Context: an optimization exercise on an open-source flow, tuned for small area and few clock cycles. The choices shown serve that exercise and are no tape-out recipe.
In this exercise RTL edits were held to simulation tests only and were not proved equivalent to the original.
Power figures rest on the tool's default switching activity, not on a simulated workload. No driver is modelled on the clock port, so clocking that relies on it looks cheaper here than on a real chip.

File: flow/config.mk
export PLATFORM = sky130hd
export DESIGN_NAME = framer
export DESIGN_NICKNAME = framer
export VERILOG_FILES = /design/flow/design.v
export SDC_FILE = /design/flow/constraint.sdc
export NUM_CORES = 4
export LEC_CHECK = 0
export CAP_MARGIN = 20
export CORE_MARGIN = 2
export CORE_UTILIZATION = 66
export GPL_TIMING_DRIVEN = 0
export PLACE_DENSITY = 0.74
export SETUP_SLACK_MARGIN = 0.1
export SLEW_MARGIN = 20
export SYNTH_HIERARCHICAL = 1
File: flow/constraint.sdc
create_clock -name core_clock -period 5.5 [get_ports {clk}]
set_input_delay 1.1000 -clock core_clock [delete_from_list [all_inputs] [get_ports {clk}]]
set_output_delay 1.1000 -clock core_clock [all_outputs]
set_load 0.01 [all_outputs]
File: flow/design.v
module framer #(
    parameter CAPACITY = 64
) (
    input  wire       clk,
    input  wire       rst,
    input  wire       rx_valid,
    input  wire [7:0] rx_data,
    output wire       rx_ready,
    output wire       tx_valid,
    output wire [7:0] tx_data,
    input  wire       tx_ready,
    output wire       proc_valid,
    output wire [5:0] proc_len,
    input  wire [5:0] proc_addr,
    input  wire       proc_we,
    input  wire [7:0] proc_wdata,
    output wire [7:0] proc_rdata,
    input  wire       proc_done,
    input  wire [5:0] proc_rlen
);
    localparam HEAD = 5;
    localparam TAIL = 1;
    localparam MAXP = CAPACITY - HEAD - TAIL;
    localparam [7:0] START_SENTINEL     = 8'h1B;
    localparam [7:0] TOKEN_SENTINEL     = 8'h0E;
    localparam [7:0] ANSWER_CKSUM_ERROR = 8'hB0;
    localparam [7:0] STATUS_CKSUM_ERROR = 8'hC1;
    localparam [2:0] P_START   = 3'd0,
                     P_SEQ     = 3'd1,
                     P_LEN_MSB = 3'd2,
                     P_LEN_LSB = 3'd3,
                     P_TOKEN   = 3'd4,
                     P_DATA    = 3'd5,
                     P_CKSUM   = 3'd6;
    localparam [1:0] T_IDLE = 2'd0,
                     T_HDR  = 2'd1,
                     T_PAY  = 2'd2,
                     T_CK   = 2'd3;
    reg [7:0] buffer [0:MAXP-1];
    reg [2:0] st;
    reg [7:0] ck;
    reg [7:0] seq;
    reg       len_hz;        
    reg [5:0] len;
    reg [5:0] cnt;
    reg       calling;       
    reg [1:0] ts;
    reg [5:0] tidx;          
    reg [7:0] tq;            
    reg [5:0] rlen;
    reg       terr;          
    reg [7:0] tck;
    wire tx_fire  = (ts != T_IDLE) && tx_ready;
    wire tx_free  = (ts == T_IDLE) || ((ts == T_CK) && tx_ready);
    wire seq_free  = !((ts == T_HDR) && (tidx[2:0] == 3'd4) && !tx_ready);
    wire slot_free = (ts == T_IDLE) || (ts == T_CK) || terr ||
                     ((ts == T_PAY) && (tidx > cnt));
    assign proc_valid = calling && tx_free;
    assign proc_len   = len;
    wire [7:0] ck_next = ck ^ rx_data;
    wire       is_start = (rx_data == START_SENTINEL);
    reg rx_ok;
    always @(*) begin
        case (st)
            P_SEQ:   rx_ok = seq_free;
            P_DATA:  rx_ok = slot_free;
            P_CKSUM: rx_ok = tx_free || (ck_next == 8'h00);
            default: rx_ok = 1'b1;
        endcase
    end
    assign rx_ready = calling ? ((st == P_START) && !is_start) : rx_ok;
    wire rx_fire = rx_valid && rx_ready;
    wire call_end = proc_valid && proc_done;
    wire       tx_reads = ((ts == T_HDR) || (ts == T_PAY)) && !terr;
    wire [5:0] rd_addr  = tx_reads ? tidx : proc_addr;
    wire [MAXP-1:0]   rsel;
    wire [8*MAXP-1:0] rflat;
    wire [7:0]        rd_byte;
    genvar gi;
    generate
        for (gi = 0; gi < MAXP; gi = gi + 1) begin : g_rflat
            assign rflat[8*gi +: 8] = buffer[gi];
        end
    endgenerate
    framer_dec #(.N(MAXP)) u_rdec (.a(rd_addr), .sel(rsel));
    framer_rmux #(.N(MAXP)) u_rmux (.sel(rsel), .d(rflat), .q(rd_byte));
    assign proc_rdata = rd_byte;
    wire       wr_en   = calling ? (proc_valid && proc_we) : (rx_fire && (st == P_DATA));
    wire [5:0] wr_addr = calling ? proc_addr : cnt;
    wire [7:0] wr_data = calling ? proc_wdata : rx_data;
    always @(posedge clk) begin
        if (wr_en && (wr_addr < MAXP))
            buffer[wr_addr] <= wr_data;
    end
    wire       hdr_end = (tidx[2:0] == 3'd0);    
    wire       last    = (ts == T_PAY) && (tidx == rlen);
    reg  [7:0] tbyte;
    always @(*) begin
        if (last)
            tbyte = tck ^ tq;
        else if ((ts == T_PAY) || hdr_end)
            tbyte = terr ? (tidx[0] ? STATUS_CKSUM_ERROR : ANSWER_CKSUM_ERROR)
                         : rd_byte;
        else case (tidx[1:0])
            2'd0:    tbyte = seq;
            2'd1:    tbyte = 8'h00;
            2'd2:    tbyte = {2'b00, rlen};
            default: tbyte = TOKEN_SENTINEL;
        endcase
    end
    assign tx_valid = (ts != T_IDLE);
    assign tx_data  = tq;
    wire ld_ok  = call_end && (proc_rlen != 6'd0);
    wire ld_err = rx_fire && !calling && (st == P_CKSUM) && (ck_next != 8'h00);
    always @(posedge clk) begin
        if (rst) begin
            ts <= T_IDLE;
        end else if (ld_ok || ld_err) begin
            ts   <= T_HDR;
            tidx <= 6'd60;
            tq   <= START_SENTINEL;
            tck  <= 8'h00;
            terr <= ld_err;
            rlen <= ld_err ? 6'd2 : proc_rlen;
        end else if (tx_fire) begin
            tck  <= tck ^ tq;
            tq   <= tbyte;
            tidx <= tidx + 1'b1;
            case (ts)
                T_HDR: if (hdr_end)
                    ts <= T_PAY;
                T_PAY: if (last)
                    ts <= T_CK;
                default: ts <= T_IDLE;
            endcase
        end
    end
    always @(posedge clk) begin
        if (rst) begin
            st      <= P_START;
            calling <= 1'b0;
        end else begin
            if (call_end)
                calling <= 1'b0;
            if (rx_fire) begin
                case (st)
                    P_START: if (is_start) begin
                        ck <= rx_data;
                        st <= P_SEQ;
                    end
                    P_SEQ: begin
                        ck  <= ck_next;
                        seq <= rx_data;
                        st  <= P_LEN_MSB;
                    end
                    P_LEN_MSB: begin
                        ck     <= ck_next;
                        len_hz <= (rx_data == 8'h00);
                        st     <= P_LEN_LSB;
                    end
                    P_LEN_LSB: begin
                        ck  <= ck_next;
                        len <= rx_data[5:0];
                        cnt <= 6'd0;
                        st  <= (len_hz && (rx_data != 8'h00) && (rx_data <= MAXP))
                               ? P_TOKEN : P_START;
                    end
                    P_TOKEN: begin
                        ck <= ck_next;
                        st <= (rx_data == TOKEN_SENTINEL) ? P_DATA : P_START;
                    end
                    P_DATA: begin
                        ck  <= ck_next;
                        cnt <= cnt + 1'b1;
                        if (cnt + 1'b1 == len)
                            st <= P_CKSUM;
                    end
                    P_CKSUM: begin
                        st <= P_START;
                        if (ck_next == 8'h00)
                            calling <= 1'b1;
                    end
                    default: st <= P_START;
                endcase
            end
        end
    end
endmodule
module framer_dec #(
    parameter N = 58
) (
    input  wire [5:0]   a,
    output wire [N-1:0] sel
);
    genvar i;
    generate
        for (i = 0; i < N; i = i + 1) begin : g_sel
            assign sel[i] = (a == i);
        end
    endgenerate
endmodule
module framer_rmux #(
    parameter N = 58
) (
    input  wire [N-1:0]   sel,
    input  wire [8*N-1:0] d,
    output reg  [7:0]     q
);
    integer i;
    always @(*) begin
        q = 8'h00;
        for (i = 0; i < N; i = i + 1)
            q = q | (d[8*i +: 8] & {8{sel[i]}});
    end
endmodule
File: flow/flow/run.sh
#!/bin/bash
# The standard layout, with plain buffers on the ports and no CTS dummy loads.
set -euo pipefail
export BUFFER_PORTS_ARGS="-buffer_cell sky130_fd_sc_hd__buf_2"
export REMOVE_ABC_BUFFERS=1
export CTS_ARGS="-sink_clustering_enable -repair_clock_nets -sink_clustering_size 25 -sink_clustering_max_diameter 100 -buf_list sky130_fd_sc_hd__clkbuf_16 -dont_use_dummy_load"
bash standard.sh > standard_flow.log 2>&1
File: flow/standard.sh
#!/bin/bash
# synth_recipe.tcl (not shown) runs the flow's synth.tcl, then flattens the netlist and writes it again
# the make line also repeats each setting of config.mk as NAME=value (left out here)
make -C /OpenROAD-flow-scripts/flow DESIGN_CONFIG=/design/flow/config.mk WORK_HOME=/design/flow/orfs CLKGATE_MAP_FILE= SYNTH_SCRIPT=/design/flow/synth_recipe.tcl "${@:-finish}"
==> results.py, run 1 <==
metrics = {
    "global_routing": {
        "grt_use_total": 0.345,
        "globalRouteOverflowTotal": 0,
        "grt_pass1_wl_mm": 83.5,
        "antenna_found_initial": 0,
        "first_global_vias": 12500,
        "grt_max_degree": 59,
    },
    "synth": {
        "synthesis.area_mm2": 0.0216,
        "async_flop_share": 0,
        "synth.distinct_cells": 70,
        "yosys_register_bits": 528,
        "synthFlopType": "edfxtp_1",
        "synth-edff-count": 522,
        "syn_inst": 1356,
        "yosysWarningCount": 8,
        "syn_avg_cell_area_um2": 15.9,
        "yosysSeqAreaShare": 0.732,
    },
    "sta": {
        "tns_ps": -5.56,
        "fmax_ghz": 0.182,
        "finalSetupViolCount": 1,
        "hold_violations": 0,
        "worst_slew_pin_slew_ps": 1170,
        "maxSlewHeadroom": 0.214,
        "whs_ps": 613,
        "worst_slack_ps": -5.56,
        "rsz0062_at_grt": "true",
        "fin_crit_ps": 5510,
        "clock_skew_ps": 52.3,
        "slew_viol_final": 0,
        "period_share": 1.00,
    },
    "power_and_ir_drop": {
        "clock_power_share": 0.295,
        "total_leakage_power_nw": 7.28,
        "p_sw_frac": 0.201,
        "p_int_mw": 5.31,
        "combPwrFrac": 0.041,
        "p_per_area_mw_per_mm2": 283,
        "p_sw_mw": 1.34,
        "irDropWorstVdd_mv": 0.245,
        "p_seq_frac": 0.664,
    },
    "detailed_routing": {
        "antenna_left": 0,
        "routed_wl_mm": 58.5,
        "num_vias": 13500,
        "wire_per_inst_um": 31.8,
        "vias_per_cell": 7.33,
        "dr.pass1.iters": 8,
        "drc": 0,
        "initialDrtViolationCount": 2338,
    },
    "critical_path": {
        "cp_cell_sequence": "inv_1 > ha_1 > nand2b_4 > mux2_4 > nand4bb_1 > nor2_1 > a221oi_1 > nand4_1 > or4_4 > buf_2",
        "critical_path_class": "reg -> out",
        "crit_fanout": 15,
        "critPathSlowestCell": "nor2_1",
        "cp-start-kind": "flip-flop",
        "worstPathRequired_ps": 4400,
        "end_kind": "output port",
        "cp.arrival_ps": 4410,
        "slowest_delay_ps": 920,
    },
    "cells_and_area": {
        "most-common-layout-cells": "edfxtp_1, a22o_1, a221oi_1",
        "num-fill-cells": 2047,
        "finalNonFillerCells": 1836,
        "diodes": 0,
        "fin_nets": 1444,
        "drive_gt1_frac": 0.203,
        "syn_to_final_growth_pct": 8.88,
        "regArea_mm2": 0.0158,
        "post-route-util": 0.726,
        "multi_input_area_mm2": 0.00573,
        "layout_commonest_cell": "edfxtp_1",
    },
    "flow_run": {
        "max-cap-violations": 0,
    },
    "status": {
        "status": "failed layout checks",
        "check.faults": "setup timing",
    },
    "floorplanning": {
        "dieArea_mm2": 0.0342,
        "coreArea_mm2": 0.0324,
        "io_pins": 59,
        "start_util": 0.667,
        "die_w_um": 185,
        "core.rowCount": 66,
        "fp.dieH_um": 185,
    },
    "place": {
        "hpwl_mm": 40.4,
        "dp.cells": 1800,
        "routabilityCongestion": 0.994,
        "io_buffers": 58,
        "dp_worst_setup_slack_ps": -111,
    },
    "clocking": {
        "cts_buffers": 25,
        "clockBufferDepth": 3,
        "clk_pin_slew_worst_paths_ps": 100,
        "ctsHoldBuffers": 0,
        "clock_latency_ps": 570,
        "htreeDepth": 1,
        "cts_sinks": 528,
        "root_buffer": "clkbuf_16",
        "cts_tree": "yes",
    },
    "min_path": {
        "hp-class": "reg -> reg",
    },
}
## per-layer routing
layer  up-vias  share of wire  global-route usage
met3       209           0.14              0.0891
met5         -              0                   0
met1      6652           0.36               0.501
met2      1035           0.44               0.505
met4         0          0.055               0.141
li1       5565              -                   -
## cells in the mapped netlist, types with 13 or more instances
library cell | n | share of area
buf_6 | 24 | 0.013
nand4_1 | 38 | 0.011
inv_1 | 18 | 0.0031
clkbuf_1 | 30 | 0.0052
o21ai_0 | 17 | 0.0039
ha_1 | 14 | 0.0081
nor2_1 | 84 | 0.015
xnor2_1 | 32 | 0.013
nor3_1 | 62 | 0.014
a22oi_1 | 27 | 0.0094
edfxtp_1 | 522 | 0.73
nand2_1 | 46 | 0.0080
mux2_2 | 14 | 0.0073
buf_2 | 35 | 0.0081
nand2b_1 | 13 | 0.0038
a22o_1 | 104 | 0.042
a221oi_1 | 106 | 0.043
## flip-flops by register name, indices dropped and copies added, names as in the netlist, 8 cells and up
signal / flops
buffer: 464
ck: 8
seq: 8
tck: 8
tq: 8
## kinds of logic (layout without fill, tap and decap cells)
family,Yosys count,in the layout,share of synthesized area
adder cells (fa/ha/maj),14,14,0.00812
buffers and inverters,113,151,0.0304
multiplexers,20,20,0.0101
AO/OA/AOI/OAI,307,307,0.120
flip-flops,528,528,0.732
AND/OR/NAND/NOR,332,332,0.0829
XOR/XNOR,42,42,0.0170
## power groups by stage
stage / Clock [mW] / Sequential (mW) / Combinational, mW
finish: 1.96 / 4.41 / 0.271
global route: 2.07 / 4.41 / 0.281
CTS: 1.95 / 4.41 / 0.249
detailed placement: 0 / 4.51 / 0.235
global placement: 0 / 4.51 / 0.226
floorplan: 0 / 4.50 / 0.115
## area by class of cell
| class | instances | share of cell area |
|---|---|---|
| flip-flops and latches | 528 | 0.672 |
| multi-input cells | 715 | 0.244 |
| repair buffers | 108 | 0.0309 |
| clock buffers | 25 | 0.0266 |
| well taps | 442 | 0.0235 |
| inverters | 18 | 0.00288 |
## repair_timing
action,CTS,global route
pin swaps,5,6
setup buffers,0,10
gates resized for setup,47,21
setup endpoints to repair,8,8
## stage by stage
stage	instance area (µm²)	total power, mW
after CTS	23300	6.61
after floorplan	21000	4.62
final	23500	6.64
after global placement	21800	4.73
after detailed placement	22500	4.74
after global routing	23500	6.76
## final timing paths
check,startpoint,end,slack (ps),cells past startpoint
min,ts[1],ts[1],610,2
min reg2reg,ts[1],ts[1],610,2
max,ts[0],proc_rdata[4],-6,10
max reg2reg,ts[0],tq[4],1090,13
## worst max-delay path: cells and delay by family, from the launching register on
kind                     cells  cell delay, ps
AO/OA/AOI/OAI                1             320
adder cells (fa/ha/maj)      1             360
buffers and inverters        2             230
flip-flops                   1             400
multiplexers                 1             420
AND/OR/NAND/NOR              5            2110
Testbench counts, summed over its fixed seeds: cycles 87,179.
==> run 2: changes to the inputs <==
--- a/flow/design.v
+++ b/flow/design.v
@@ -50,10 +50,10 @@
     reg [5:0] rlen;
     reg       terr;          
+    reg       trd;           
     reg [7:0] tck;
     wire tx_fire  = (ts != T_IDLE) && tx_ready;
     wire tx_free  = (ts == T_IDLE) || ((ts == T_CK) && tx_ready);
     wire seq_free  = !((ts == T_HDR) && (tidx[2:0] == 3'd4) && !tx_ready);
-    wire slot_free = (ts == T_IDLE) || (ts == T_CK) || terr ||
-                     ((ts == T_PAY) && (tidx > cnt));
+    wire slot_free = !trd || ((ts == T_PAY) && (tidx > cnt));
     assign proc_valid = calling && tx_free;
     assign proc_len   = len;
@@ -72,6 +72,5 @@
     wire rx_fire = rx_valid && rx_ready;
     wire call_end = proc_valid && proc_done;
-    wire       tx_reads = ((ts == T_HDR) || (ts == T_PAY)) && !terr;
-    wire [5:0] rd_addr  = tx_reads ? tidx : proc_addr;
+    wire [5:0] rd_addr  = trd ? tidx : proc_addr;
     wire [MAXP-1:0]   rsel;
     wire [8*MAXP-1:0] rflat;
@@ -115,5 +114,6 @@
     always @(posedge clk) begin
         if (rst) begin
-            ts <= T_IDLE;
+            ts  <= T_IDLE;
+            trd <= 1'b0;
         end else if (ld_ok || ld_err) begin
             ts   <= T_HDR;
@@ -122,4 +122,5 @@
             tck  <= 8'h00;
             terr <= ld_err;
+            trd  <= !ld_err;
             rlen <= ld_err ? 6'd2 : proc_rlen;
         end else if (tx_fire) begin
@@ -130,6 +131,8 @@
                 T_HDR: if (hdr_end)
                     ts <= T_PAY;
-                T_PAY: if (last)
-                    ts <= T_CK;
+                T_PAY: if (last) begin
+                    ts  <= T_CK;
+                    trd <= 1'b0;
+                end
                 default: ts <= T_IDLE;
             endcase
==> flow/flow/run.sh (replaced) <==
#!/bin/bash
# The standard layout, with plain buffers on the ports and no CTS dummy loads.
set -euo pipefail
export BUFFER_PORTS_ARGS="-buffer_cell sky130_fd_sc_hd__buf_2"
export REMOVE_ABC_BUFFERS=1
export CTS_ARGS="-sink_clustering_enable -repair_clock_nets -sink_clustering_size 30 -sink_clustering_max_diameter 100 -buf_list sky130_fd_sc_hd__clkbuf_16 -dont_use_dummy_load"
bash standard.sh > standard_flow.log 2>&1
--- a/flow/config.mk
+++ b/flow/config.mk
@@ -8,8 +8,8 @@
 export CAP_MARGIN = 20
 export CORE_MARGIN = 2
-export CORE_UTILIZATION = 66
+export CORE_UTILIZATION = 63
 export GPL_TIMING_DRIVEN = 0
-export PLACE_DENSITY = 0.74
-export SETUP_SLACK_MARGIN = 0.1
+export PLACE_DENSITY = 0.72
+export SETUP_SLACK_MARGIN = 0.05
 export SLEW_MARGIN = 20
 export SYNTH_HIERARCHICAL = 1
==> results.py, run 2 <==
metrics = {
    "sta": {
        "worst_slew_pin_slew_ps": 1220,
        "finalSetupViolCount": 1,
        "fin_crit_ps": 5500,
        "rsz0062_at_grt": "false",
        "maxSlewHeadroom": 0.181,
        "period_share": 1.00,
        "slew_viol_final": 0,
        "clock_skew_ps": 57.7,
        "hold_violations": 0,
        "fmax_ghz": 0.182,
        "worst_slack_ps": -3.73,
    },
    "detailed_routing": {
        "routed_wl_mm": 57.1,
        "top_layer_used": "met4",
        "vias_per_cell": 7.24,
        "wl_met3_mm": 6.98,
        "antenna_left": 0,
        "drc": 0,
        "initialDrtViolationCount": 1988,
        "drt-met1-wl_mm": 22.1,
        "wire_per_inst_um": 31.7,
        "num_vias": 13100,
        "dr.pass1.iters": 9,
        "dr_wl_met2_mm": 25.4,
    },
    "cells_and_area": {
        "drive_gt1_frac": 0.156,
        "most-common-layout-cells": "edfxtp_1, a22o_1, a221oi_1",
        "layout_commonest_cell": "edfxtp_1",
        "syn_to_final_growth_pct": 7.09,
        "regMostFlops": "buffer",
        "fin_nets": 1404,
        "largest_reg_flops": 464,
        "post-route-util": 0.685,
    },
    "critical_path": {
        "crit_fanout": 14,
        "cp.arrival_ps": 4400,
        "r2r_slack_ps": 980,
        "cp-start-kind": "flip-flop",
        "ff2ff_path_depth": 10,
        "cp_cell_sequence": "mux2_2 > nand2_1 > nor2_1 > a22o_1 > a221oi_2 > nand4_1 > or4_1 > buf_2",
        "critical_path_class": "reg -> out",
        "slowest_delay_ps": 610,
        "critPathSlowestCell": "or4_1",
        "worst_r2r_endpoint": "tq[5]",
        "crit_end": "proc_rdata[2]",
        "end_kind": "output port",
        "worstPathRequired_ps": 4400,
        "critPathLaunch": "tidx[0]",
        "regToRegStartpoint": "tidx[0]",
    },
    "status": {
        "check.faults": "setup timing",
        "status": "failed layout checks",
    },
    "clocking": {
        "cts_resized": 5,
        "cts_sinks": 529,
        "root_buffer": "clkbuf_16",
        "cts_buffers": 21,
        "htreeDepth": 1,
        "post_cts_buffers": 0,
        "ctsHoldBuffers": 0,
        "clock_latency_ps": 580,
        "cts_tree": "yes",
        "clockBufferDepth": 3,
        "clk_pin_slew_worst_paths_ps": 110,
    },
    "floorplanning": {
        "dieArea_mm2": 0.0355,
        "core.rowCount": 67,
        "coreArea_mm2": 0.0335,
        "die_w_um": 188,
        "fp.dieH_um": 188,
        "start_util": 0.639,
        "io_pins": 59,
    },
    "global_routing": {
        "antenna_found_initial": 2,
        "grt_max_degree": 59,
        "globalRouteOverflowTotal": 0,
        "grt_pass1_wl_mm": 82.7,
        "grt_use_total": 0.322,
        "first_global_vias": 12400,
    },
    "synth": {
        "synthFlopType": "edfxtp_1",
        "ys_top_cells_by_count": "edfxtp_1, a221oi_1, a22o_1, nor2_1, nor3_1",
        "syn_avg_cell_area_um2": 16.0,
        "synth.distinct_cells": 63,
        "synthesis.area_mm2": 0.0214,
        "syn_inst": 1336,
        "synth-edff-count": 522,
        "synth_top_area_frac": 0.731,
        "yosysMostFrequentCell": "edfxtp_1",
        "yosysSeqAreaShare": 0.738,
        "yosysWarningCount": 8,
        "async_flop_share": 0,
        "synth.largest_area_cell": "edfxtp_1",
        "yosys_register_bits": 529,
        "synth_area_leaders": "edfxtp_1, a221oi_1, a22o_1, nor3_1, nor2_1",
    },
    "power_and_ir_drop": {
        "irDropWorstVdd_mv": 0.248,
        "total_leakage_power_nw": 6.99,
        "p_per_area_mw_per_mm2": 294,
    },
    "place": {
        "dp_worst_setup_slack_ps": -443,
        "hpwl_mm": 39.5,
        "io_buffers": 58,
        "routabilityCongestion": 0.966,
    },
    "min_path": {
        "hp-class": "reg -> reg",
    },
    "flow_run": {
        "max-cap-violations": 0,
    },
}
==> run 2: cell count changes after synthesis, sizes merged, moves of 5 or more <==
cell / change
clkbuf: +7
buf: -6
nor2: -6
nor2b: -6
o211ai: +5
o21ai: -5
or3: -5
==> run 2: per-layer routing <==
metal / GRT usage / vias up
met4: 0.108 / 0
met5: 0 / -
met3: 0.0730 / 178
li1: - / 5463
met1: 0.473 / 6545
met2: 0.484 / 881
==> run 2: worst min path at each step <==
| stage | endpoint | start | cells past startpoint |
|---|---|---|---|
| after floorplan | ts[1] | ts[1] | 2 |
| after global placement | ts[1] | ts[1] | 2 |
| after detailed placement | ts[1] | ts[1] | 2 |
| after CTS | ts[1] | ts[1] | 2 |
| after global routing | ts[1] | ts[1] | 2 |
| final | ts[1] | ts[1] | 2 |
==> run 2: area by class of cell <==
| cell class | instances | area [µm²] |
|---|---|---|
| fill | 2198 | 10600 |
| inverter | 16 | 60.1 |
| tap | 448 | 561 |
| sequential | 529 | 15800 |
| antenna | 2 | 5.00 |
| multi-input combinational | 695 | 5380 |
| timing repair buffer | 93 | 604 |
| clock buffer | 21 | 526 |
==> run 2: report_power, final <==
part           internal, mW  leakage (nW)  switching (mW)  total, mW
Clock                 0.692         0.259            1.12       1.81
Sequential             4.46          4.76          0.0400       4.50
Combinational         0.136          1.97           0.290      0.426
Total                  5.29          6.99            1.45       6.74
==> run 2: logic make-up (layout without fill, tap and decap cells) <==
family,count (synthesis),after routing,synth area share
fa+ha+maj,14,14,0.00817
compound gates,301,301,0.117
xor+xnor,44,44,0.0186
flops,529,529,0.738
buf+inv,112,130,0.0294
simple gates,316,316,0.0784
other cells,0,2,0
mux,20,20,0.0102
==> run 2: worst max-delay path, delay by kind of cell, from the launching register on <==
kind / cells / cell delay, ps
compound gates: 2 / 770
buf+inv: 1 / 190
flops: 1 / 570
mux: 1 / 400
simple gates: 4 / 1890
==> run 2: per-stage QoR <==
| step | cell area [µm²] | hold WS (ps) | cells | power [mW] | TNS, ps |
|---|---|---|---|---|---|
| final | 23000 | 581 | 1804 | 6.74 | -3.73 |
| after global routing | 23000 | 618 | 1803 | 6.90 | 0 |
| after CTS | 22900 | 580 | 1802 | 6.72 | 0 |
| after detailed placement | 22400 | 561 | 1781 | 5.01 | -1010 |
| after global placement | 21700 | 554 | 1746 | 4.98 | -6990 |
| after floorplan | 20900 | 533 | 1240 | 4.83 | 0 |
Testbench counts of run 2, summed over its fixed seeds: cycles 87,179.
==> run 3: changes to the inputs <==
--- a/flow/config.mk
+++ b/flow/config.mk
@@ -8,7 +8,7 @@
 export CAP_MARGIN = 20
 export CORE_MARGIN = 2
-export CORE_UTILIZATION = 63
+export CORE_UTILIZATION = 60
 export GPL_TIMING_DRIVEN = 0
-export PLACE_DENSITY = 0.72
+export PLACE_DENSITY = 0.7
 export SETUP_SLACK_MARGIN = 0.05
 export SLEW_MARGIN = 20
==> results.py, run 3 <==
metrics = {
    "status": {
        "status": "finished clean",
    },
    "power_and_ir_drop": {
        "p_total_mw": 6.75,
        "combPwrFrac": 0.063,
        "total_leakage_power_nw": 7.04,
        "irDropWorstVdd_mv": 0.287,
        "clock_power_share": 0.269,
        "p_per_area_mw_per_mm2": 293,
        "p_seq_frac": 0.667,
        "p_sw_frac": 0.216,
        "p_int_mw": 5.29,
        "p_sw_mw": 1.46,
    },
    "sta": {
        "slew_viol_final": 0,
        "fmax_ghz": 0.186,
        "finalSetupViolCount": 0,
        "fin_crit_ps": 5380,
        "rsz0062_at_grt": "false",
        "maxSlewHeadroom": 0.208,
        "whs_ps": 615,
        "hold_violations": 0,
        "worst_slew_pin_slew_ps": 1180,
        "clock_skew_ps": 28.7,
        "period_share": 0.978,
    },
    "synth": {
        "yosys_register_bits": 529,
        "synth.largest_area_cell": "edfxtp_1",
        "syn_inst": 1336,
        "synthesis.area_mm2": 0.0214,
        "synth_top_family_by_area": "compound AO/OA/AOI/OAI gates",
        "synth-edff-count": 522,
        "synthMuxAreaShare": 0.0102,
        "yosysMostFrequentCell": "edfxtp_1",
        "synth_area_leaders": "edfxtp_1, a221oi_1, a22o_1, nor3_1, nor2_1",
        "synth_top_area_frac": 0.731,
        "yosysSeqAreaShare": 0.738,
        "synth.distinct_cells": 63,
        "synth_compound_area_frac": 0.117,
        "synthSimpleGateAreaFrac": 0.0784,
        "syn_avg_cell_area_um2": 16.0,
        "synthAdderAreaFrac": 0.00817,
        "yosysWarningCount": 8,
        "synth-xor-area-share": 0.0186,
        "async_flop_share": 0,
        "synthFlopType": "edfxtp_1",
        "ys_top_cells_by_count": "edfxtp_1, a221oi_1, a22o_1, nor2_1, nor3_1",
    },
    "clocking": {
        "clk_pin_slew_worst_paths_ps": 110,
        "ctsHoldBuffers": 0,
        "cts_buffers": 21,
        "cts_tree": "yes",
        "clock_latency_ps": 570,
        "post_cts_buffers": 0,
        "cts_sinks": 529,
        "root_buffer": "clkbuf_16",
        "htreeDepth": 1,
        "clockBufferDepth": 3,
    },
    "detailed_routing": {
        "antenna_left": 0,
        "routed_wl_mm": 57.8,
        "num_vias": 13100,
        "vias_per_cell": 7.16,
        "wire_per_inst_um": 31.6,
        "dr.pass1.iters": 6,
        "drc": 0,
        "initialDrtViolationCount": 1907,
    },
    "floorplanning": {
        "die_w_um": 193,
        "fp.dieH_um": 193,
        "core.rowCount": 69,
        "io_pins": 59,
        "coreArea_mm2": 0.0354,
        "dieArea_mm2": 0.0373,
        "start_util": 0.606,
    },
    "place": {
        "hpwl_mm": 40.7,
        "routabilityCongestion": 0.977,
        "io_buffers": 58,
    },
    "critical_path": {
        "cp_cell_sequence": "buf_2 > inv_1 > o21ai_1 > nand2b_2 > nor2_1 > a22o_1 > a221oi_1 > nand4_1 > or4_1 > buf_2",
        "regToRegStartpoint": "trd",
        "worstPathRequired_ps": 4400,
        "crit_fanout": 15,
        "crit_end": "proc_rdata[6]",
        "critPathSlowestCell": "a221oi_1",
        "end_kind": "output port",
        "ff2ff_path_depth": 10,
        "cp-start-kind": "input pin",
        "r2r_slack_ps": 1130,
        "worst_r2r_endpoint": "tq[5]",
        "slowest_delay_ps": 720,
        "critPathLaunch": "proc_addr[1]",
        "cp.arrival_ps": 4280,
        "cp_common_cell": "buf_2",
        "critical_path_class": "in -> out",
    },
    "cells_and_area": {
        "syn_to_final_growth_pct": 7.54,
        "fin_nets": 1415,
        "layout_commonest_cell": "edfxtp_1",
        "largest_reg_flops": 464,
        "drive_gt1_frac": 0.163,
        "regMostFlops": "buffer",
        "most-common-layout-cells": "edfxtp_1, a221oi_1, a22o_1",
        "post-route-util": 0.651,
    },
    "global_routing": {
        "antenna_found_initial": 2,
        "grt_pass1_wl_mm": 83.5,
        "grt_use_total": 0.317,
        "first_global_vias": 12300,
        "globalRouteOverflowTotal": 0,
        "grt_max_degree": 59,
    },
    "flow_run": {
        "max-cap-violations": 0,
    },
    "min_path": {
        "hp-class": "reg -> reg",
    },
}
## run 3: cell type report
cell class              count  area [µm²]
flip-flops and latches    529       15800
fillers                  2488       12300
multi-input cells         695        5370
repair buffers            104         703
well taps                 461         577
clock buffers              21         526
inverters                  16        60.1
diodes                      1        2.50
## run 3: worst min-delay path by stage
stage / startpoint / endpoint / slack, ps / cells after the start
after CTS: ts[1] / ts[1] / 620 / 2
after floorplan: ts[1] / ts[1] / 530 / 2
after detailed placement: tck[3] / tck[3] / 600 / 2
after global routing: ts[1] / ts[1] / 630 / 2
final: ts[1] / ts[1] / 610 / 2
after global placement: ts[1] / ts[1] / 570 / 2
## run 3: cell families after synthesis
| family | after synthesis |
|---|---|
| flops | 529 |
| simple gates | 316 |
| compound gates | 301 |
| buf+inv | 112 |
| xor+xnor | 44 |
| mux | 20 |
| fa+ha+maj | 14 |
## run 3: routing by layer
layer | GRT usage | vias to the layer above | wire length [µm]
li1 | - | 5481 | -
met1 | 0.460 | 6620 | 22400
met2 | 0.482 | 818 | 26100
met3 | 0.0729 | 165 | 6850
met4 | 0.101 | 0 | 2450
met5 | 0 | - | 0
## run 3: through the flow
step	cells	instance area, µm²	worst slack [ps]	TNS, ps
after floorplan	1240	20900	1040	0
after detailed placement	1805	22500	-250	-873
after CTS	1826	23000	54.4	0
after global routing	1827	23100	77.9	0
after global placement	1759	21700	-661	-6000
final	1827	23100	121	0
## run 3: worst max-delay path, delay by kind of cell
family	cells	cell delay, ps
compound gates	3	1320
buf+inv	3	370
simple gates	4	1470
## run 3: timing repair
| action | CTS | global route |
|---|---|---|
| pin swaps | 0 | 0 |
| endpoints found under the setup margin | 7 | 6 |
| hold endpoints to repair | 0 | 0 |
| resized for setup | 1 | 5 |
## run 3: power groups by stage
stage / Sequential [mW] / Combinational (mW) / Clock (mW)
finish: 4.50 / 0.427 / 1.82
global route: 4.51 / 0.460 / 1.96
CTS: 4.50 / 0.418 / 1.81
detailed placement: 4.59 / 0.417 / 0
global placement: 4.59 / 0.393 / 0
floorplan: 4.58 / 0.252 / 0
==> run 4: changes to the inputs <==
--- a/flow/config.mk
+++ b/flow/config.mk
@@ -6,5 +6,5 @@
 export NUM_CORES = 4
 export LEC_CHECK = 0
-export CAP_MARGIN = 20
+export CAP_MARGIN = 5
 export CORE_MARGIN = 2
 export CORE_UTILIZATION = 60
@@ -12,4 +12,4 @@
 export PLACE_DENSITY = 0.7
 export SETUP_SLACK_MARGIN = 0.05
-export SLEW_MARGIN = 20
+export SLEW_MARGIN = 5
 export SYNTH_HIERARCHICAL = 1
==> results.py, run 4 <==
metrics = {
    "sta": {
        "rsz0062_at_grt": "true",
        "slew_viol_final": 0,
        "finalSetupViolCount": 2,
        "clock_skew_ps": 33.7,
        "worst_slack_ps": -6.69,
        "maxSlewHeadroom": 0.0937,
        "tns_ps": -7.56,
        "hold_violations": 0,
        "whs_ps": 611,
        "worst_slew_pin_slew_ps": 1350,
        "fmax_ghz": 0.182,
        "fin_crit_ps": 5510,
        "period_share": 1.00,
    },
    "synth": {
        "yosysMostFrequentCell": "edfxtp_1",
        "synth_top_area_frac": 0.731,
        "ys_top_cells_by_count": "edfxtp_1, a221oi_1, a22o_1, nor2_1, nor3_1",
        "synthesis.area_mm2": 0.0214,
        "synth.distinct_cells": 63,
        "yosysWarningCount": 8,
        "synth_area_leaders": "edfxtp_1, a221oi_1, a22o_1, nor3_1, nor2_1",
        "syn_avg_cell_area_um2": 16.0,
        "async_flop_share": 0,
        "yosys_register_bits": 529,
        "synthFlopType": "edfxtp_1",
        "yosysSeqAreaShare": 0.738,
        "synth-edff-count": 522,
        "synth.largest_area_cell": "edfxtp_1",
        "syn_inst": 1336,
    },
    "detailed_routing": {
        "num_vias": 13000,
        "routed_wl_mm": 57.4,
        "drc": 0,
        "antenna_left": 0,
        "vias_per_cell": 7.18,
        "wire_per_inst_um": 31.7,
        "dr.pass1.iters": 5,
        "initialDrtViolationCount": 1799,
    },
    "clocking": {
        "htreeDepth": 1,
        "clk_pin_slew_worst_paths_ps": 100,
        "root_buffer": "clkbuf_16",
        "ctsHoldBuffers": 0,
        "clockBufferDepth": 3,
        "clock_latency_ps": 570,
        "cts_tree": "yes",
        "cts_sinks": 529,
        "cts_buffers": 21,
    },
    "cells_and_area": {
        "syn_to_final_growth_pct": 6.44,
        "finalNonFillerCells": 1809,
        "fin_area_mm2": 0.0228,
        "layout_commonest_cell": "edfxtp_1",
        "fin_nets": 1394,
        "largest_reg_flops": 464,
        "drive_gt1_frac": 0.142,
        "regMostFlops": "buffer",
        "most-common-layout-cells": "edfxtp_1, a221oi_1, a22o_1",
    },
    "floorplanning": {
        "coreArea_mm2": 0.0354,
        "dieArea_mm2": 0.0373,
        "core.rowCount": 69,
        "io_pins": 59,
        "fp.dieH_um": 193,
        "die_w_um": 193,
        "start_util": 0.606,
    },
    "power_and_ir_drop": {
        "p_sw_mw": 1.45,
        "p_total_mw": 6.74,
        "p_int_mw": 5.29,
        "p_per_area_mw_per_mm2": 295,
        "p_seq_frac": 0.669,
        "irDropWorstVdd_mv": 0.254,
        "p_sw_frac": 0.215,
        "clock_power_share": 0.269,
        "combPwrFrac": 0.062,
        "total_leakage_power_nw": 6.89,
    },
    "global_routing": {
        "grt_max_degree": 59,
        "grtUsageMet1": 0.465,
        "grt_util_met3": 0.0559,
        "grt_pass1_wl_mm": 82.3,
        "globalRouteOverflowTotal": 0,
        "first_global_vias": 12100,
        "grt_use_total": 0.313,
        "use_met2": 0.471,
        "grt-busiest-layer": "met2",
        "antenna_found_initial": 4,
    },
    "critical_path": {
        "crit_fanout": 14,
        "cp.arrival_ps": 4410,
        "critical_path_class": "in -> out",
        "end_kind": "output port",
        "worstPathRequired_ps": 4400,
        "cp-start-kind": "input pin",
    },
    "place": {
        "routabilityCongestion": 0.977,
        "io_buffers": 58,
        "hpwl_mm": 39.6,
        "dp.cells": 1783,
        "placed_area_mm2": 0.0222,
    },
    "status": {
        "status": "failed layout checks",
        "check.faults": "setup timing",
    },
    "min_path": {
        "hp-class": "reg -> reg",
    },
    "flow_run": {
        "max-cap-violations": 0,
    },
}
[run 4: kinds of logic after synthesis]
kind of cell,synth area share
compound gates,0.117
buf+inv,0.0294
xor+xnor,0.0186
fa+ha+maj,0.00817
mux,0.0102
flops,0.738
simple gates,0.0784
[run 4: power by group through the flow]
stage	Combinational [mW]	Sequential [mW]	Clock, mW
after global placement	0.393	4.59	0
final	0.418	4.50	1.81
after global routing	0.452	4.51	1.94
after floorplan	0.252	4.58	0
after CTS	0.412	4.50	1.82
after detailed placement	0.410	4.60	0
[run 4: layer usage]
layer  up-vias  share of wire
met5         -              0
met4         0          0.045
met3       167           0.11
met2       809           0.45
met1      6571           0.40
li1       5443              -
[run 4: what timing repair did]
item,CTS,global route
setup buffers,0,0
cloned,0,0
setup endpoints to repair,7,3
pin swaps,0,0
endpoints found under the hold margin,0,0
resized for setup,2,0
[run 4: per-stage QoR]
step                utilization  setup slack, ps
finish                    0.645            -6.69
global route              0.645            -19.2
CTS                       0.643             81.3
detailed placement        0.628             -244
global placement          0.614             -661
floorplan                     -             1040
[run 4: path summary, 6_finish.rpt]
path / start / end / slack [ps] / cells past startpoint
setup / recovery: proc_addr[1] / proc_rdata[3] / -7 / 10
hold / removal: ts[1] / ts[1] / 610 / 2
setup reg to reg: tidx[0] / tq[5] / 1000 / 10
hold reg to reg: ts[1] / ts[1] / 610 / 2
[run 4: final cells by class]
class	count	area [µm²]
inverter	16	60.1
fill	2481	12600
clock buffer	21	526
antenna	4	10.0
timing repair buffer	83	531
multi-input combinational	695	5300
sequential	529	15800
tap	461	577
[run 4: critical path, stage by stage]
cell      delay [ps]
buf_2            120
inv_1             80
o21ai_0          180
nand2b_1         560
nor2_1           440
a22o_1           340
a221oi_1         320
nand4_1          330
or4_1            730
buf_2            200
==> run 5: changes to the inputs <==
--- a/flow/config.mk
+++ b/flow/config.mk
@@ -6,10 +6,10 @@
 export NUM_CORES = 4
 export LEC_CHECK = 0
-export CAP_MARGIN = 5
+export CAP_MARGIN = 10
 export CORE_MARGIN = 2
 export CORE_UTILIZATION = 60
 export GPL_TIMING_DRIVEN = 0
 export PLACE_DENSITY = 0.7
-export SETUP_SLACK_MARGIN = 0.05
-export SLEW_MARGIN = 5
+export SETUP_SLACK_MARGIN = 0.12
+export SLEW_MARGIN = 10
 export SYNTH_HIERARCHICAL = 1
==> results.py, run 5 <==
metrics = {
    "status": {
        "status": "finished clean",
    },
    "detailed_routing": {
        "drc": 0,
        "routed_wl_mm": 57.7,
        "vias_per_cell": 7.19,
        "dr.pass1.iters": 6,
        "antenna_left": 0,
        "wire_per_inst_um": 31.8,
        "initialDrtViolationCount": 1906,
        "num_vias": 13000,
    },
    "critical_path": {
        "end_kind": "output port",
        "crit_end": "proc_rdata[4]",
        "cp-start-kind": "flip-flop",
        "worst_r2r_endpoint": "tq[4]",
        "cp.arrival_ps": 4160,
        "critPathLaunch": "trd",
        "critPathSlowestCell": "nor2_1",
        "critical_path_class": "reg -> out",
        "slowest_delay_ps": 890,
        "r2r_slack_ps": 1240,
        "regToRegStartpoint": "trd",
        "worstPathRequired_ps": 4400,
        "crit_fanout": 15,
        "cp_cell_sequence": "mux2_2 > or4b_4 > nor2_1 > a22o_1 > a221oi_1 > nand4_1 > or4_1 > buf_2",
        "ff2ff_path_depth": 11,
    },
    "place": {
        "dp.cells": 1792,
        "io_buffers": 58,
        "hpwl_mm": 40.0,
        "routabilityCongestion": 0.977,
    },
    "cells_and_area": {
        "most-common-layout-cells": "edfxtp_1, a22o_1, a221oi_1",
        "syn_to_final_growth_pct": 7.07,
        "finalNonFillerCells": 1815,
        "num-fill-cells": 2479,
        "regMostFlops": "buffer",
        "layout_commonest_cell": "edfxtp_1",
        "post-route-util": 0.648,
        "drive_gt1_frac": 0.154,
        "fin_nets": 1403,
        "largest_reg_flops": 464,
    },
    "sta": {
        "fin_crit_ps": 5260,
        "fmax_ghz": 0.190,
        "finalSetupViolCount": 0,
        "whs_ps": 609,
        "maxSlewHeadroom": 0.128,
        "rsz0062_at_grt": "false",
        "clock_skew_ps": 44.6,
        "period_share": 0.956,
        "worst_slew_pin_slew_ps": 1300,
        "hold_violations": 0,
        "slew_viol_final": 0,
    },
    "synth": {
        "synth-edff-count": 522,
        "synthFlopType": "edfxtp_1",
        "ys_top_cells_by_count": "edfxtp_1, a221oi_1, a22o_1, nor2_1, nor3_1",
        "yosysWarningCount": 8,
        "yosysSeqAreaShare": 0.738,
        "syn_inst": 1336,
        "synth_area_leaders": "edfxtp_1, a221oi_1, a22o_1, nor3_1, nor2_1",
        "synth.distinct_cells": 63,
        "syn_avg_cell_area_um2": 16.0,
        "synth.largest_area_cell": "edfxtp_1",
        "synthesis.area_mm2": 0.0214,
        "yosysMostFrequentCell": "edfxtp_1",
        "synth_top_area_frac": 0.731,
        "yosys_register_bits": 529,
        "async_flop_share": 0,
    },
    "flow_run": {
        "max-cap-violations": 0,
    },
    "clocking": {
        "post_cts_buffers": 0,
        "cts_tree": "yes",
        "cts_sinks": 529,
        "cts_buffers": 21,
        "clockBufferDepth": 3,
        "clock_latency_ps": 570,
        "clk_pin_slew_worst_paths_ps": 100,
        "ctsHoldBuffers": 0,
        "root_buffer": "clkbuf_16",
        "htreeDepth": 1,
    },
    "global_routing": {
        "globalRouteOverflowTotal": 0,
        "grt-busiest-layer": "met2",
        "grt_max_degree": 59,
        "first_global_vias": 12100,
        "grtUsageMet1": 0.462,
        "grt_use_total": 0.316,
        "grt_pass1_wl_mm": 83.2,
        "use_met2": 0.482,
        "antenna_found_initial": 3,
        "grt_util_met3": 0.0659,
    },
    "floorplanning": {
        "die_w_um": 193,
        "io_pins": 59,
        "fp.dieH_um": 193,
        "start_util": 0.606,
        "dieArea_mm2": 0.0373,
        "coreArea_mm2": 0.0354,
        "core.rowCount": 69,
    },
    "power_and_ir_drop": {
        "irDropWorstVdd_mv": 0.253,
        "p_per_area_mw_per_mm2": 293,
        "total_leakage_power_nw": 6.97,
        "p_total_mw": 6.73,
    },
    "min_path": {
        "hp-class": "reg -> reg",
        "holdPathStages": 2,
    },
}
## run 5: cell counts after synthesis
Identical to the previous run, type by type.
## run 5: critical path: cells and delay by family, from the launching register on
| family | cells | cell delay (ps) |
|---|---|---|
| AOI/OAI and AO/OA | 2 | 380 |
| muxes | 1 | 530 |
| DFF | 1 | 560 |
| buffers and inverters | 1 | 170 |
| and+or+nand+nor | 4 | 1980 |
## run 5: worst min-delay path by stage
stage                     start  endpoint
final                     ts[1]     ts[1]
after global routing      ts[1]     ts[1]
after CTS                 ts[1]     ts[1]
after detailed placement  ts[1]     ts[1]
after global placement    ts[1]     ts[1]
after floorplan           ts[1]     ts[1]
## run 5: repair_timing
item	CTS	global route
pin swaps	0	0
resized for setup	3	6
endpoints found under the setup margin	8	7
## run 5: power breakdown
group	leakage, nW	internal (mW)	switching [mW]
clock	0.259	0.692	1.11
sequential	4.76	4.46	0.0390
combinational	1.95	0.136	0.287
total	6.97	5.29	1.43
## run 5: cell type report
cell class / instances / area [µm²] / share of cell area
antenna: 1 / 2.50 / 0.000109
clock buffer: 21 / 526 / 0.0229
inverter: 16 / 60.1 / 0.00262
multi-input combinational: 695 / 5360 / 0.233
sequential: 529 / 15800 / 0.689
tap: 461 / 577 / 0.0251
timing repair buffer: 92 / 614 / 0.0268
## run 5: cells by family after synthesis
group	Yosys count	share of synthesized area
compound gates	301	0.117
mux	20	0.0102
flops	529	0.738
fa+ha+maj	14	0.00817
simple gates	316	0.0784
buf+inv	112	0.0294
xor+xnor	44	0.0186
## run 5: layer usage
metal	wire length [µm]	up-vias	part of all wire
li1	-	5454	-
met1	22100	6506	0.38
met2	25800	915	0.45
met3	7220	166	0.13
met4	2580	0	0.045
met5	0	-	0
## run 5: metrics by stage
step | TNS (ps) | setup slack (ps) | instance area (µm²)
finish | 0 | 241 | 23000
global route | 0 | 210 | 23000
CTS | 0 | 119 | 22900
detailed placement | -668 | -234 | 22300
global placement | -6000 | -661 | 21700
floorplan | 0 | 1040 | 20900
==> run 6: changes to the inputs <==
--- a/flow/config.mk
+++ b/flow/config.mk
@@ -8,7 +8,7 @@
 export CAP_MARGIN = 10
 export CORE_MARGIN = 2
-export CORE_UTILIZATION = 60
+export CORE_UTILIZATION = 63
 export GPL_TIMING_DRIVEN = 0
-export PLACE_DENSITY = 0.7
+export PLACE_DENSITY = 0.72
 export SETUP_SLACK_MARGIN = 0.12
 export SLEW_MARGIN = 10
==> results.py, run 6 <==
metrics = {
    "place": {
        "placed_area_mm2": 0.0223,
        "hpwl_mm": 39.2,
        "dp_worst_setup_slack_ps": -430,
        "routabilityCongestion": 0.966,
        "io_buffers": 58,
    },
    "synth": {
        "ys_top_cells_by_count": "edfxtp_1, a221oi_1, a22o_1, nor2_1, nor3_1",
        "synth_top_area_frac": 0.731,
        "yosysSeqAreaShare": 0.738,
        "synth.largest_area_cell": "edfxtp_1",
        "yosysWarningCount": 8,
        "syn_inst": 1336,
        "async_flop_share": 0,
        "synth_area_leaders": "edfxtp_1, a221oi_1, a22o_1, nor3_1, nor2_1",
        "synthFlopType": "edfxtp_1",
        "synth-edff-count": 522,
        "syn_avg_cell_area_um2": 16.0,
        "yosys_register_bits": 529,
        "synthesis.area_mm2": 0.0214,
        "synth.distinct_cells": 63,
        "yosysMostFrequentCell": "edfxtp_1",
    },
    "power_and_ir_drop": {
        "total_leakage_power_nw": 6.96,
        "p_int_mw": 5.29,
        "irDropWorstVdd_mv": 0.278,
        "clock_power_share": 0.269,
        "p_seq_frac": 0.669,
        "p_sw_mw": 1.44,
        "p_per_area_mw_per_mm2": 294,
        "p_sw_frac": 0.214,
        "combPwrFrac": 0.063,
    },
    "min_path": {
        "min-delay-start": "ts[1]",
        "hp-class": "reg -> reg",
    },
    "critical_path": {
        "crit_fanout": 15,
        "regToRegStartpoint": "trd",
        "cp.arrival_ps": 4260,
        "critPathLaunch": "proc_addr[1]",
        "end_kind": "output port",
        "cp-start-kind": "input pin",
        "critical_path_class": "in -> out",
        "worstPathRequired_ps": 4400,
    },
    "clocking": {
        "root_buffer": "clkbuf_16",
        "cts_tree": "yes",
        "ctsHoldBuffers": 0,
        "post_cts_buffers": 0,
        "clock_latency_ps": 580,
        "cts_sinks": 529,
        "clockBufferDepth": 3,
        "htreeDepth": 1,
        "clk_pin_slew_worst_paths_ps": 120,
        "cts_buffers": 21,
    },
    "cells_and_area": {
        "most-common-layout-cells": "edfxtp_1, a22o_1, a221oi_1",
        "regMostFlops": "buffer",
        "layout_commonest_cell": "edfxtp_1",
        "num-fill-cells": 2220,
        "drive_gt1_frac": 0.153,
        "fin_nets": 1402,
        "multi_input_area_mm2": 0.00535,
        "syn_to_final_growth_pct": 6.93,
        "regArea_mm2": 0.0158,
        "largest_reg_flops": 464,
        "fin_area_mm2": 0.0229,
    },
    "global_routing": {
        "grt_pass1_wl_mm": 82.8,
        "first_global_vias": 12400,
        "antenna_found_initial": 3,
        "globalRouteOverflowTotal": 0,
        "grt_use_total": 0.323,
        "grt_max_degree": 59,
    },
    "sta": {
        "fin_crit_ps": 5360,
        "fmax_ghz": 0.187,
        "rsz0062_at_grt": "false",
        "worst_slack_ps": 144,
        "clock_skew_ps": 58.0,
        "slew_viol_final": 0,
        "maxSlewHeadroom": 0.165,
        "period_share": 0.974,
        "hold_violations": 0,
        "finalSetupViolCount": 0,
        "worst_slew_pin_slew_ps": 1250,
    },
    "flow_run": {
        "max-cap-violations": 0,
    },
    "floorplanning": {
        "fp.dieH_um": 188,
        "core.rowCount": 67,
        "dieArea_mm2": 0.0355,
        "die_w_um": 188,
        "io_pins": 59,
        "coreArea_mm2": 0.0335,
        "start_util": 0.639,
    },
    "detailed_routing": {
        "wire_per_inst_um": 31.5,
        "dr.pass1.iters": 6,
        "num_vias": 12900,
        "drc": 0,
        "initialDrtViolationCount": 1990,
        "vias_per_cell": 7.17,
        "routed_wl_mm": 56.7,
        "antenna_left": 0,
    },
    "status": {
        "status": "finished clean",
    },
}
-- run 6: changes by cell type in the layout (fill, tap and decap cells not counted), sizes merged --
cell   delta
buf       -1
diode     +1
-- run 6: final cells by class --
| cell class | count | share of cell area |
|---|---|---|
| diodes | 2 | 0.000218 |
| inverters | 16 | 0.00262 |
| clock buffers | 21 | 0.0229 |
| well taps | 448 | 0.0245 |
| repair buffers | 91 | 0.0266 |
| multi-input cells | 695 | 0.233 |
| flip-flops and latches | 529 | 0.690 |
-- run 6: final timing paths --
path / end / slack (ps) / depth (start not counted)
max: proc_rdata[2] / 140 / 10
min: ts[1] / 570 / 2
max reg2reg: tq[5] / 1270 / 10
min reg2reg: ts[1] / 570 / 2
-- run 6: metrics by stage --
| step | hold slack, ps | utilization | instances | total power [mW] | setup TNS (ps) |
|---|---|---|---|---|---|
| 2_1_floorplan | 533 | - | 1240 | 4.83 | 0 |
| 3_3_place_gp | 554 | 0.648 | 1746 | 4.98 | -6990 |
| 4_1_cts | 577 | 0.682 | 1799 | 6.73 | 0 |
| 5_1_grt | 612 | 0.684 | 1801 | 6.89 | 0 |
| 3_5_place_dp | 557 | 0.666 | 1778 | 5.00 | -1220 |
| 6_report | 575 | 0.684 | 1802 | 6.73 | 0 |
-- run 6: what timing repair did --
item	in CTS	in global routing
setup endpoints to repair	8	8
resized for setup	6	4
endpoints found under the hold margin	0	0
-- run 6: power by group through the flow --
stage	clock network [mW]	logic [mW]	registers, mW
floorplan	0	0.252	4.58
global placement	0	0.390	4.59
detailed placement	0	0.410	4.59
CTS	1.81	0.413	4.50
global route	1.93	0.455	4.51
finish	1.81	0.421	4.50
-- run 6: cells by family after synthesis --
family | Yosys count | synth area share
flops | 529 | 0.738
simple gates | 316 | 0.0784
fa+ha+maj | 14 | 0.00817
mux | 20 | 0.0102
buf+inv | 112 | 0.0294
xor+xnor | 44 | 0.0186
compound gates | 301 | 0.117
-- run 6: routing by layer --
layer | track usage | wire length, µm | up-vias
met5 | 0 | 12 | -
met4 | 0.109 | 2450 | 2
met3 | 0.0721 | 7440 | 165
met2 | 0.491 | 25700 | 904
met1 | 0.470 | 21100 | 6393
li1 | - | - | 5448
-- run 6: worst max-delay path: stages --
cell,delay (ps)
buf_2,110
inv_1,60
o21ai_1,390
nand2b_4,360
nor2_1,320
a22o_1,300
a221oi_1,440
nand4_1,320
or4_1,680
buf_2,190
==> run 7: changes to the inputs <==
==> flow/config.mk (replaced) <==
export PLATFORM = sky130hd
export DESIGN_NAME = framer
export DESIGN_NICKNAME = framer
export VERILOG_FILES = /design/flow/design.v
export SDC_FILE = /design/flow/constraint.sdc
export NUM_CORES = 4
export LEC_CHECK = 0
export CAP_MARGIN = 5
export CORE_MARGIN = 2
export CORE_UTILIZATION = 60
export GPL_TIMING_DRIVEN = 0
export PLACE_DENSITY = 0.62
export SETUP_SLACK_MARGIN = 0.15
export SLEW_MARGIN = 5
export SYNTH_HIERARCHICAL = 1
==> results.py, run 7 <==
metrics = {
    "place": {
        "routabilityCongestion": 0.923,
        "hpwl_mm": 41.4,
        "dp.cells": 1793,
        "io_buffers": 58,
    },
    "synth": {
        "synth_compound_area_frac": 0.117,
        "yosys_register_bits": 529,
        "synth_top_family_by_area": "compound AO/OA/AOI/OAI gates",
        "synth-edff-count": 522,
        "synthesis.area_mm2": 0.0214,
        "async_flop_share": 0,
        "ys_top_cells_by_count": "edfxtp_1, a221oi_1, a22o_1, nor2_1, nor3_1",
        "synthFlopType": "edfxtp_1",
        "syn_avg_cell_area_um2": 16.0,
        "synth.distinct_cells": 63,
        "synthMuxAreaShare": 0.0102,
        "synthAdderAreaFrac": 0.00817,
        "synth-xor-area-share": 0.0186,
        "synthSimpleGateAreaFrac": 0.0784,
        "yosysSeqAreaShare": 0.738,
        "yosysMostFrequentCell": "edfxtp_1",
        "synth_top_area_frac": 0.731,
        "synth_area_leaders": "edfxtp_1, a221oi_1, a22o_1, nor3_1, nor2_1",
        "synth.largest_area_cell": "edfxtp_1",
        "yosysWarningCount": 8,
        "syn_inst": 1336,
    },
    "cells_and_area": {
        "most-common-layout-cells": "edfxtp_1, a22o_1, a221oi_1",
        "regMostFlops": "buffer",
        "largest_reg_flops": 464,
        "fin_nets": 1405,
        "diodes": 0,
        "layout_commonest_cell": "edfxtp_1",
        "finalNonFillerCells": 1816,
        "drive_gt1_frac": 0.155,
        "syn_to_final_growth_pct": 7.05,
    },
    "detailed_routing": {
        "dr.pass1.iters": 6,
        "antenna_left": 0,
        "wire_per_inst_um": 32.8,
        "vias_per_cell": 7.08,
        "routed_wl_mm": 59.5,
        "drc": 0,
        "num_vias": 12900,
        "initialDrtViolationCount": 1915,
    },
    "global_routing": {
        "grt-busiest-layer": "met2",
        "antenna_found_initial": 2,
        "grt_pass1_wl_mm": 84.4,
        "globalRouteOverflowTotal": 0,
        "grt_max_degree": 59,
        "grtUsageMet1": 0.485,
        "grt_use_total": 0.325,
        "grt_util_met3": 0.0688,
        "first_global_vias": 12200,
        "use_met2": 0.490,
    },
    "critical_path": {
        "cp_common_cell": "buf_2",
        "ff2ff_path_depth": 10,
        "critPathLaunch": "proc_addr[1]",
        "worst_r2r_endpoint": "tq[2]",
        "end_kind": "output port",
        "regToRegStartpoint": "trd",
        "cp.arrival_ps": 4210,
        "cp_cell_sequence": "buf_2 > inv_1 > o21ai_1 > nand2b_4 > nor2_1 > a22o_1 > a221oi_1 > nand4_1 > or4_1 > buf_2",
        "critical_path_class": "in -> out",
        "crit_fanout": 15,
        "worstPathRequired_ps": 4400,
        "r2r_slack_ps": 1280,
        "cp-start-kind": "input pin",
        "critPathSlowestCell": "or4_1",
        "slowest_delay_ps": 760,
    },
    "power_and_ir_drop": {
        "p_per_area_mw_per_mm2": 295,
        "p_sw_mw": 1.47,
        "p_sw_frac": 0.218,
        "p_int_mw": 5.29,
        "combPwrFrac": 0.063,
        "p_total_mw": 6.76,
        "clock_power_share": 0.271,
        "irDropWorstVdd_mv": 0.224,
        "total_leakage_power_nw": 6.97,
        "p_seq_frac": 0.666,
    },
    "sta": {
        "slew_viol_final": 0,
        "finalSetupViolCount": 0,
        "tns_ps": 0,
        "fmax_ghz": 0.188,
        "rsz0062_at_grt": "true",
        "period_share": 0.965,
        "whs_ps": 576,
        "maxSlewHeadroom": 0.101,
        "clock_skew_ps": 53.5,
        "worst_slew_pin_slew_ps": 1340,
        "hold_violations": 0,
        "fin_crit_ps": 5310,
    },
    "clocking": {
        "clock_latency_ps": 590,
        "htreeDepth": 1,
        "post_cts_buffers": 0,
        "cts_sinks": 529,
        "clockBufferDepth": 3,
        "cts_buffers": 21,
        "cts_tree": "yes",
        "root_buffer": "clkbuf_16",
        "clk_pin_slew_worst_paths_ps": 100,
    },
    "floorplanning": {
        "coreArea_mm2": 0.0354,
        "core.rowCount": 69,
        "fp.dieH_um": 193,
        "io_pins": 59,
        "dieArea_mm2": 0.0373,
        "start_util": 0.606,
        "die_w_um": 193,
    },
    "min_path": {
        "holdPathStages": 2,
        "hp-class": "reg -> reg",
        "min_to": "ts[1]",
        "min-delay-start": "ts[1]",
    },
    "status": {
        "status": "finished clean",
    },
    "flow_run": {
        "max-cap-violations": 0,
    },
}
-- run 7: cell count changes in the layout (fill, tap and decap cells not counted), sizes merged --
| cell | before | now |
|---|---|---|
| buf | 91 | 93 |
| diode | 2 | 0 |
| clkbuf | 21 | 22 |
-- run 7: what timing repair did --
item | 4_1_cts | 5_1_grt
hold buffers | 0 | 0
pin swaps | 0 | 0
resized for setup | 9 | 4
endpoints found under the setup margin | 8 | 7
-- run 7: cell type report --
cell class | instances | area (µm²)
clock buffers | 21 | 526
flip-flops and latches | 529 | 15800
inverters | 16 | 60.1
well taps | 461 | 577
fillers | 2621 | 12400
repair buffers | 94 | 628
multi-input cells | 695 | 5340
-- run 7: worst max-delay path, delay by kind of cell --
| family | cells | cell delay, ps |
|---|---|---|
| and+or+nand+nor | 4 | 1710 |
| AOI/OAI and AO/OA | 3 | 1000 |
| buffers and inverters | 3 | 380 |
-- run 7: cells by family (layout without fill, tap and decap cells) --
logic type | count (synthesis) | in the layout
flip-flops | 529 | 529
AND/OR/NAND/NOR | 316 | 316
AO/OA/AOI/OAI | 301 | 301
buffers and inverters | 112 | 131
XOR/XNOR | 44 | 44
multiplexers | 20 | 20
adder cells (fa/ha/maj) | 14 | 14
-- run 7: worst max path at each step --
stage	endpoint	cells past startpoint	slack (ps)
after floorplan	proc_rdata[1]	8	1040
after CTS	proc_rdata[3]	9	160
after global placement	proc_rdata[2]	10	-690
after global routing	proc_rdata[0]	10	110
final	proc_rdata[0]	10	190
after detailed placement	proc_rdata[2]	10	-340
-- run 7: power groups by stage --
stage / sequential [mW] / combinational (mW) / clock, mW
floorplan: 4.58 / 0.252 / 0
global placement: 4.59 / 0.399 / 0
detailed placement: 4.60 / 0.417 / 0
CTS: 4.50 / 0.421 / 1.83
global route: 4.51 / 0.458 / 1.97
finish: 4.50 / 0.423 / 1.83
-- run 7: through the flow --
step	setup slack [ps]	util	area, µm²
floorplan	1040	-	20900
finish	194	0.648	22900
global route	110	0.648	22900
detailed placement	-342	0.631	22300
CTS	159	0.647	22900
global placement	-689	0.614	21700
-- run 7: metal layers --
| metal | wire length, µm | up-vias |
|---|---|---|
| li1 | - | 5449 |
| met1 | 24100 | 6584 |
| met2 | 26800 | 702 |
| met3 | 6540 | 117 |
| met4 | 2120 | 2 |
| met5 | 15 | - |
==> run 8: changes to the inputs <==
--- a/flow/config.mk
+++ b/flow/config.mk
@@ -10,5 +10,5 @@
 export CORE_UTILIZATION = 60
 export GPL_TIMING_DRIVEN = 0
-export PLACE_DENSITY = 0.62
+export PLACE_DENSITY = 0.7
 export SETUP_SLACK_MARGIN = 0.15
 export SLEW_MARGIN = 5
==> results.py, run 8 <==
metrics = {
    "synth": {
        "async_flop_share": 0,
        "synthesis.area_mm2": 0.0214,
        "yosysSeqAreaShare": 0.738,
        "yosys_register_bits": 529,
        "synth-edff-count": 522,
        "yosysMostFrequentCell": "edfxtp_1",
        "synth_top_area_frac": 0.731,
        "synth.largest_area_cell": "edfxtp_1",
        "ys_top_cells_by_count": "edfxtp_1, a221oi_1, a22o_1, nor2_1, nor3_1",
        "synth_area_leaders": "edfxtp_1, a221oi_1, a22o_1, nor3_1, nor2_1",
        "synthFlopType": "edfxtp_1",
        "syn_avg_cell_area_um2": 16.0,
        "yosysWarningCount": 8,
        "synth.distinct_cells": 63,
        "syn_inst": 1336,
    },
    "min_path": {
        "hp-class": "reg -> reg",
    },
    "floorplanning": {
        "fp.dieH_um": 193,
        "start_util": 0.606,
        "dieArea_mm2": 0.0373,
        "io_pins": 59,
        "die_w_um": 193,
        "coreArea_mm2": 0.0354,
        "core.rowCount": 69,
    },
    "status": {
        "status": "finished clean",
    },
    "clocking": {
        "root_buffer": "clkbuf_16",
        "htreeDepth": 1,
        "cts_tree": "yes",
        "cts_sinks": 529,
        "cts_buffers": 21,
        "clk_pin_slew_worst_paths_ps": 100,
        "clockBufferDepth": 3,
        "clock_latency_ps": 570,
        "ctsHoldBuffers": 0,
    },
    "place": {
        "placed_area_mm2": 0.0222,
        "io_buffers": 58,
        "dp.cells": 1783,
        "hpwl_mm": 39.6,
        "dp_worst_setup_slack_ps": -244,
        "routabilityCongestion": 0.977,
    },
    "detailed_routing": {
        "routed_wl_mm": 57.4,
        "drc": 0,
        "num_vias": 13000,
        "initialDrtViolationCount": 1948,
        "antenna_left": 0,
        "dr.pass1.iters": 6,
        "vias_per_cell": 7.19,
        "wire_per_inst_um": 31.7,
    },
    "cells_and_area": {
        "largest_reg_flops": 464,
        "regMostFlops": "buffer",
        "finalNonFillerCells": 1809,
        "layout_commonest_cell": "edfxtp_1",
        "drive_gt1_frac": 0.146,
        "num-fill-cells": 2485,
        "fin_nets": 1394,
        "syn_to_final_growth_pct": 6.56,
        "post-route-util": 0.645,
        "most-common-layout-cells": "edfxtp_1, a221oi_1, a22o_1",
        "fin_area_mm2": 0.0228,
    },
    "critical_path": {
        "critical_path_class": "in -> out",
        "crit_fanout": 15,
        "worst_r2r_endpoint": "tq[5]",
        "ff2ff_path_depth": 10,
        "crit_end": "proc_rdata[7]",
        "cp.arrival_ps": 4250,
        "end_kind": "output port",
        "worstPathRequired_ps": 4400,
        "cp-start-kind": "input pin",
        "critPathLaunch": "proc_addr[1]",
        "regToRegStartpoint": "tidx[0]",
        "r2r_slack_ps": 1220,
    },
    "sta": {
        "fmax_ghz": 0.187,
        "hold_violations": 0,
        "finalSetupViolCount": 0,
        "whs_ps": 610,
        "maxSlewHeadroom": 0.115,
        "slew_viol_final": 0,
        "worst_slack_ps": 154,
        "clock_skew_ps": 37.3,
        "fin_crit_ps": 5350,
        "rsz0062_at_grt": "false",
        "period_share": 0.972,
        "tns_ps": 0,
        "worst_slew_pin_slew_ps": 1320,
    },
    "flow_run": {
        "max-cap-violations": 0,
    },
    "global_routing": {
        "grt_use_total": 0.313,
        "antenna_found_initial": 4,
        "first_global_vias": 12100,
        "grt_pass1_wl_mm": 82.3,
        "grt_max_degree": 59,
        "globalRouteOverflowTotal": 0,
    },
    "power_and_ir_drop": {
        "p_total_mw": 6.74,
        "p_per_area_mw_per_mm2": 295,
        "total_leakage_power_nw": 6.90,
        "irDropWorstVdd_mv": 0.255,
    },
}
-- run 8: repair_timing --
item / in CTS / in global routing
cloned: 0 / 0
gates resized for setup: 3 / 7
buffers inserted: 0 / 0
setup endpoints to repair: 8 / 7
pin swaps: 0 / 0
-- run 8: power breakdown --
| part | internal [mW] | total (mW) | leakage, nW | switching [mW] |
|---|---|---|---|---|
| Combinational | 0.133 | 0.420 | 1.88 | 0.287 |
| Clock | 0.692 | 1.82 | 0.259 | 1.13 |
| Sequential | 4.47 | 4.50 | 4.76 | 0.0388 |
| Total | 5.29 | 6.74 | 6.90 | 1.45 |
-- run 8: area by class of cell --
cell class	instances	area (µm²)	share of cell area
diodes	4	10.0	0.000438
clock buffers	21	526	0.0230
inverters	16	60.1	0.00263
multi-input cells	695	5320	0.233
flip-flops and latches	529	15800	0.692
well taps	461	577	0.0253
repair buffers	83	531	0.0232
-- run 8: cells by family (layout without fill, tap and decap cells) --
logic type	Yosys count	count (layout)	share of synthesized area
buffers and inverters	112	120	0.0294
flip-flops	529	529	0.738
adder cells (fa/ha/maj)	14	14	0.00817
AO/OA/AOI/OAI	301	301	0.117
XOR/XNOR	44	44	0.0186
AND/OR/NAND/NOR	316	316	0.0784
other	0	4	0
multiplexers	20	20	0.0102
-- run 8: metal layers --
metal | GRT usage | share of wire | routed length, µm | up-vias
li1 | - | - | - | 5446
met1 | 0.466 | 0.40 | 22900 | 6550
met2 | 0.471 | 0.44 | 25500 | 835
met3 | 0.0547 | 0.11 | 6340 | 172
met4 | 0.112 | 0.047 | 2670 | 0
met5 | 0 | 0 | 0 | -
-- run 8: worst min path at each step --
| stage | slack [ps] | startpoint | cells after the start | end |
|---|---|---|---|---|
| final | 610 | ts[1] | 2 | ts[1] |
| after global routing | 630 | ts[1] | 2 | ts[1] |
| after floorplan | 530 | ts[1] | 2 | ts[1] |
| after detailed placement | 600 | ts[1] | 2 | ts[1] |
| after CTS | 610 | ts[1] | 2 | ts[1] |
| after global placement | 570 | ts[1] | 2 | ts[1] |
-- run 8: worst max-delay path, cell delays in order --
cell	delay, ps
buf_2	110
inv_1	60
o21ai_1	360
or2_4	350
nor2_1	250
a22o_1	270
a221oi_1	550
nand4_1	350
or4_1	640
buf_2	180

afterwards: timing with drivers on the ports:
Ports are ideal in the flow. The routed layouts listed here were re-timed in OpenROAD. Step 1, drivers: a clkbuf_16 drives clk and a buf_2 each remaining input, both assumed. Step 2 adds t to the input delays and takes it off the output delays; t is the mean of the earliest and latest rising clock arrival at the registers after step 1. Input paths then give back, and output paths get back, about the clock's delay inside the block. Three values: no drivers, after step 1, after step 2; two values: the first two.
run	shift t [ns]	setup slack, ns	worst hold slack (ns)	worst data-port slew with drivers (ns)
run 1	0.607	-0.006 / -0.062 / 0.385	0.613 / 0.613 / 0.613	0.05
run 2	0.603	-0.004 / -0.058 / -0.031	0.581 / 0.581 / 0.581	0.06
run 3	0.605	0.121 / 0.065 / 0.065	0.615 / 0.615 / 0.615	0.07
run 4	0.607	-0.007 / -0.059 / -0.059	0.611 / 0.611 / 0.611	0.08
run 5	0.597	0.241 / 0.191 / 0.206	0.609 / 0.609 / 0.609	0.07
run 6	0.600	0.144 / 0.079 / 0.079	0.575 / 0.575 / 0.575	0.06
run 7	0.615	0.194 / 0.140 / 0.140	0.576 / 0.576 / 0.576	0.05
run 8	0.605	0.154 / 0.095 / 0.095	0.610 / 0.610 / 0.610	0.09
The setup slack of run 6, which loses most, moves by -0.065 ns with the drivers and by -0.065 ns with both steps.
